Background: an optimization exercise with open tools, aiming at small area. Do not read the settings as production practice.
Only simulation tests tie the RTL to the original design; equivalence was not proved.
Power is estimated from default activity; no workload was simulated.

==> 04-05 <==
==> flow/design.v <==
module twpc_slave (
    input  wire        clk,
    input  wire        rst,           
    input  wire        line_in,       
    input  wire [7:0]  my_type,       
    input  wire [23:0] my_ident,      
    output reg         drv,           
    output reg         light,
    output reg  [1:0]  motor_dir,     
    output reg  [7:0]  motor_speed,
    output reg  [1:0]  state,         
    output reg  [7:0]  own_id
);
    localparam [1:0] S_UNASSIGNED = 2'd0, S_RESPOND = 2'd1, S_SERVING = 2'd2, S_STANDBY = 2'd3;
    reg        tx;           
    reg [6:0]  c;            
    reg [23:0] r;            
    reg        vf;           
    reg [2:0]  sel;          
    wire s = line_in;
    wire [7:0] cmd = r[7:0];
    wire [7:0] arg = r[15:8];
    wire [7:0] uid = r[23:16];
    wire       data   = c[6];
    wire [1:0] seg    = c[5:4];           
    wire [2:0] j      = c[3:1];           
    wire       x      = ~(r[0] ^ r[8] ^ r[16]);
    wire [31:0] straps = {my_type, my_ident};
    wire       dbit = sel[2] ? (sel[1] ? (j[2:1] == 2'b00) : (j == 3'd2))
                             : straps[{sel[1:0], j}];
    wire       g = (seg == 2'd0) ? r[16] :
                   (seg == 2'd1) ? dbit  :
                                   (j == 3'd0);
    wire drv_next = tx ? (~c[0] & (data ? (seg == 2'd3 ? x : g) : c[5]))
                       : (c == 7'd60) & s;
    wire done      = (c == {7{~tx}});
    wire rx_done   = ~tx & done;
    wire valid     = vf;
    wire addressed = (uid == own_id);
    wire bcast     = (uid == 8'hFF);
    wire st_u      = (state == S_UNASSIGNED);
    wire st_r      = (state == S_RESPOND);
    wire st_s      = (state == S_SERVING);
    wire st_b      = (state == S_STANDBY);
    wire is_newdev = (cmd == 8'h05);
    wire marker    = valid & bcast & is_newdev;
    wire arm_tx = rx_done & valid &
                  (st_u ? (cmd == 8'h0F && !addressed && !bcast) : ((st_r | st_s) & addressed));
    wire [2:0] sel_new = (cmd[7:2] == 6'b000011) ? {1'b0, cmd[1:0]} :
                         is_newdev                ? 3'b100 :
                         (cmd <= 8'h11)           ? 3'b101 : 3'b110;
    wire execute = rx_done & valid & st_s & (addressed | bcast);
    wire inc = tx | data | (c[0] ? (~c[1] | ~s) : s);
    always @(posedge clk) begin
        if (rst) begin
            tx  <= 1'b0;
            c   <= 7'd60;
            drv <= 1'b0;
        end else if (done) begin
            tx  <= arm_tx;
            c   <= (~tx & st_u & ~arm_tx) ? 7'd60 : 7'd62;
            drv <= 1'b0;
        end else begin
            drv <= drv_next;
            if (inc)
                c <= c + 7'd1;
        end
    end
    always @(posedge clk) begin
        if (data & ~c[0]) begin
            if (seg == 2'd3)
                r <= {r[0], r[23:1]};
            else
                r <= {tx ? g : s, r[23:1]};
            if (~tx)
                vf <= (seg != 2'd3) | (vf & (s == x));
        end
    end
    always @(posedge clk) begin
        if (arm_tx)
            sel <= sel_new;
        else if (rx_done & marker)
            sel[1:0] <= st_b ? sel[1:0] + 2'd1 : 2'd0;
    end
    always @(posedge clk) begin
        if (rst) begin
            light       <= 1'b0;
            motor_dir   <= 2'd0;
            motor_speed <= 8'd0;
            state       <= S_UNASSIGNED;
            own_id      <= 8'd0;
        end else begin
            if (tx & done) begin
                if (st_r && sel == 3'b010) state <= S_SERVING;
                if (st_s && sel == 3'b100) state <= S_STANDBY;
            end
            if (rx_done) begin
                if (st_u & arm_tx) begin
                    own_id <= uid;
                    state  <= S_RESPOND;
                end
                if (st_s & marker & ~addressed)
                    state <= S_STANDBY;
                if (st_b & marker & (sel[1:0] == 2'd2))
                    state <= S_SERVING;
            end
            if (execute & ~is_newdev) begin
                case (cmd)
                    8'h07: light <= 1'b1;
                    8'h08: light <= 1'b0;
                    8'h09: begin motor_dir <= 2'd0; motor_speed <= 8'd0; end
                    8'h0A: begin motor_dir <= 2'd1; motor_speed <= arg;  end
                    8'h0B: begin motor_dir <= 2'd2; motor_speed <= arg;  end
                    default: ;
                endcase
            end
        end
    end
endmodule
==> flow/flow/run.sh <==
#!/bin/bash
set -euo pipefail
export BUFFER_PORTS_ARGS="-buffer_cell sky130_fd_sc_hd__buf_1"
export CTS_ARGS="-sink_clustering_enable -repair_clock_nets -dont_use_dummy_load -sink_clustering_size 60 -sink_clustering_max_diameter 500 -buf_list sky130_fd_sc_hd__clkbuf_16"
export RECOVER_POWER=${RECOVER_POWER:-0}
bash standard.sh synth > synth.log 2>&1
R=orfs/results/$FLOW_PLATFORM/twpc_slave/base
cp $R/1_2_yosys.v std_1_2_yosys.v
bash flow/reopt.sh $PWD/std_1_2_yosys.v $PWD/reopt.v $PWD/reopt > reopt.log 2>&1
cp reopt.v $R/1_2_yosys.v
rm -f $R/1_synth.odb $R/1_synth.sdc
bash standard.sh > finish.log 2>&1
==> flow/flow/abc_a.script <==
strash
dch
map -a
==> flow/flow/reopt.sh <==
#!/bin/bash
set -euo pipefail
IN=$1; OUT=$2; LP=$3
HERE=$(cd "$(dirname "$0")" && pwd)
LIB=$FLOW_HOME/platforms/sky130hd/lib/sky130_fd_sc_hd__tt_025C_1v80.lib
DONT="sky130_fd_sc_hd__probe_p_8 sky130_fd_sc_hd__probec_p_8 sky130_fd_sc_hd__lpflow_*"
SEQ=$(grep -o 'sky130_fd_sc_hd__[a-z0-9_]*' "$IN" | sort -u | grep -E '__(s?e?df|dl|sdl)' | tr '\n' ' ')
best=""; besta=1e12
for s in "$HERE"/abc_*.script; do
  n=$(basename "$s" .script)
  DU=""; for c in $(grep -o 'sky130_fd_sc_hd__[a-z0-9_]*' "$LIB" | sort -u); do
    case $c in sky130_fd_sc_hd__probe_p_8|sky130_fd_sc_hd__probec_p_8|sky130_fd_sc_hd__lpflow_*) DU="$DU -dont_use $c";; esac
  done
  cat > "$LP.$n.ys" <<EOY
read_liberty -overwrite -ignore_miss_func -ignore_miss_dir $LIB
read_verilog $IN
hierarchy -top twpc_slave
blackbox $SEQ
flatten
rename -hide w:*.*
opt_clean -purge
abc -liberty $LIB $DU -script $s
opt_clean -purge
hilomap -singleton -hicell sky130_fd_sc_hd__conb_1 HI -locell sky130_fd_sc_hd__conb_1 LO
insbuf -buf sky130_fd_sc_hd__buf_4 A X
splitnets
opt_clean -purge
delete t:\$scopeinfo
tee -o $LP.$n.stat stat -liberty $LIB
write_verilog -noattr -noexpr -nohex -nodec $LP.$n.v
EOY
  if timeout 600 yosys -p "script $LP.$n.ys" > "$LP.$n.log" 2>&1; then
    a=$(grep "Chip area" "$LP.$n.stat" | awk '{print $NF}')
    if grep -q '\$lut\|\$_' "$LP.$n.stat"; then continue; fi
    echo "$n $a"
    if awk "BEGIN{exit !($a < $besta)}"; then besta=$a; best=$n; fi
  fi
done
echo "best $best $besta"
cp "$LP.$best.v" "$OUT"
==> flow/standard.sh <==
#!/bin/bash
# synth_recipe.tcl (not shown) runs the flow's synth.tcl, then flattens the netlist and writes it again
# the make line also repeats each setting of config.mk as NAME=value (left out here)
make -C /OpenROAD-flow-scripts/flow DESIGN_CONFIG=/design/flow/config.mk WORK_HOME=/design/flow/orfs CLKGATE_MAP_FILE= SYNTH_SCRIPT=/design/flow/synth_recipe.tcl "${@:-finish}"
==> flow/config.mk <==
export PLATFORM = sky130hd
export DESIGN_NAME = twpc_slave
export DESIGN_NICKNAME = twpc_slave
export VERILOG_FILES = /design/flow/design.v
export SDC_FILE = /design/flow/constraint.sdc
export NUM_CORES = 4
export LEC_CHECK = 0
export ABC_AREA = 1
export CAP_MARGIN = 20
export CORE_MARGIN = 2
export CORE_UTILIZATION = 40
export SLEW_MARGIN = 20
==> flow/constraint.sdc <==
create_clock -name core_clock -period 5.0 [get_ports {clk}]
set_input_delay 1.0000 -clock core_clock [delete_from_list [all_inputs] [get_ports {clk}]]
set_output_delay 1.0000 -clock core_clock [all_outputs]
set_load 0.01 [all_outputs]
==> 12-13 (differences from 04-05) <==
==> flow/run.sh (new file) <==
#!/bin/bash
# synth_recipe.tcl (not shown) runs the flow's synth.tcl, then flattens the netlist and writes it again
# the make line also repeats each setting of config.mk as NAME=value (left out here)
make -C /OpenROAD-flow-scripts/flow DESIGN_CONFIG=/design/flow/config.mk WORK_HOME=/design/flow/orfs CLKGATE_MAP_FILE= SYNTH_SCRIPT=/design/flow/synth_recipe.tcl finish
- CORE_UTILIZATION: 40 -> 70
removed: flow/flow/run.sh
removed: flow/flow/abc_a.script
removed: flow/flow/reopt.sh
removed: flow/standard.sh
==> key figures <==
Global route
  – GR Util met2: 71.3%
  – Largest net degree at the start of global routing: 25
  – Vias in the first global route: ~3,200
  – All-Layer GR Usage: 41.5%

STA
  – Final Cycle Share: 55.5%
  – Relative slew margins: 50.9%

Detailed routing
  – Via density: 6.40

Critical path
  – Cell depth of the worst setup path: 13
  – Biggest cell delay along the critical path: roughly 0.42 ns
  – Worst path most repeated cell: inv_1

Placed design
  – DP Worst Slack: around 2.3 ns

Clock network
  – Clock root buffer: clkbuf_8

Floorplan
  – DIE AREA: approximately 0.0050 sq mm
  – Rows: 24

Power and ir drop
  – Flop pwr share: 48.4%

Status
  – Status: complete, no violations

Layout
  – Layout cells sized above 1: between 8 and 9%
  – Area grow syn2layout: 24.2%
  – Signal buf overhead: 14.4%
[end of results for 12-13]
==> key figures <==
Floorplan
  – Rows: 30
  – DIE AREA: between 0.007 and 0.008 sq mm

Global route
  – GR Util met2: 28.4%
  – Largest net degree at the start of global routing: 18
  – All-Layer GR Usage: 19.5%

Critical path
  – Biggest cell delay along the critical path: 0.55 ns
  – Worst path most repeated cell: nor2_1
  – Cell depth of the worst setup path: 11

Layout
  – Layout cells sized above 1: just over 4%
  – Area grow syn2layout: 19.4%

STA
  – Final Cycle Share: 65.4%
  – Relative slew margins: 56.0%

Clock network
  – Clock root buffer: clkbuf_16

Detailed routing
  – Via density: 5.39

Power and ir drop
  – Flop pwr share: 48.5%

Status
  – Status: complete, no violations
[end of results for 04-05]

separate check: timing with driven ports:
No port has a modelled driver above. Below, the same layouts with a new extraction and two added sets of constraints.
Step 1 sets driving cells, clkbuf_16 on the clock port and buf_2 on the other inputs (assumed; they add their load-dependent delay and slew).
Step 2 times the ports against the registers' clock, not the clock port: input delays grow and output delays shrink by t, the midpoint of the rising clock arrivals with the driver on.
a / b / c = no drivers / after step 1 / after step 2; a / b = the first two.
run	shift t [ns]	setup WS [ns]	worst register clock-pin slew, ns	worst slew at a driven data input, ns	cell pins on the clock port's net
04-05	0.353	1.729 / 1.729 / 1.729	0.05 / 0.05	0.04	1
12-13	0.379	2.224 / 2.224 / 2.212	0.08 / 0.08	0.05	1
After both steps setup and hold are still met in every run listed. For 12-13, which loses most, drivers alone change the setup slack by 0.000 ns; drivers and shift together by -0.012 ns.
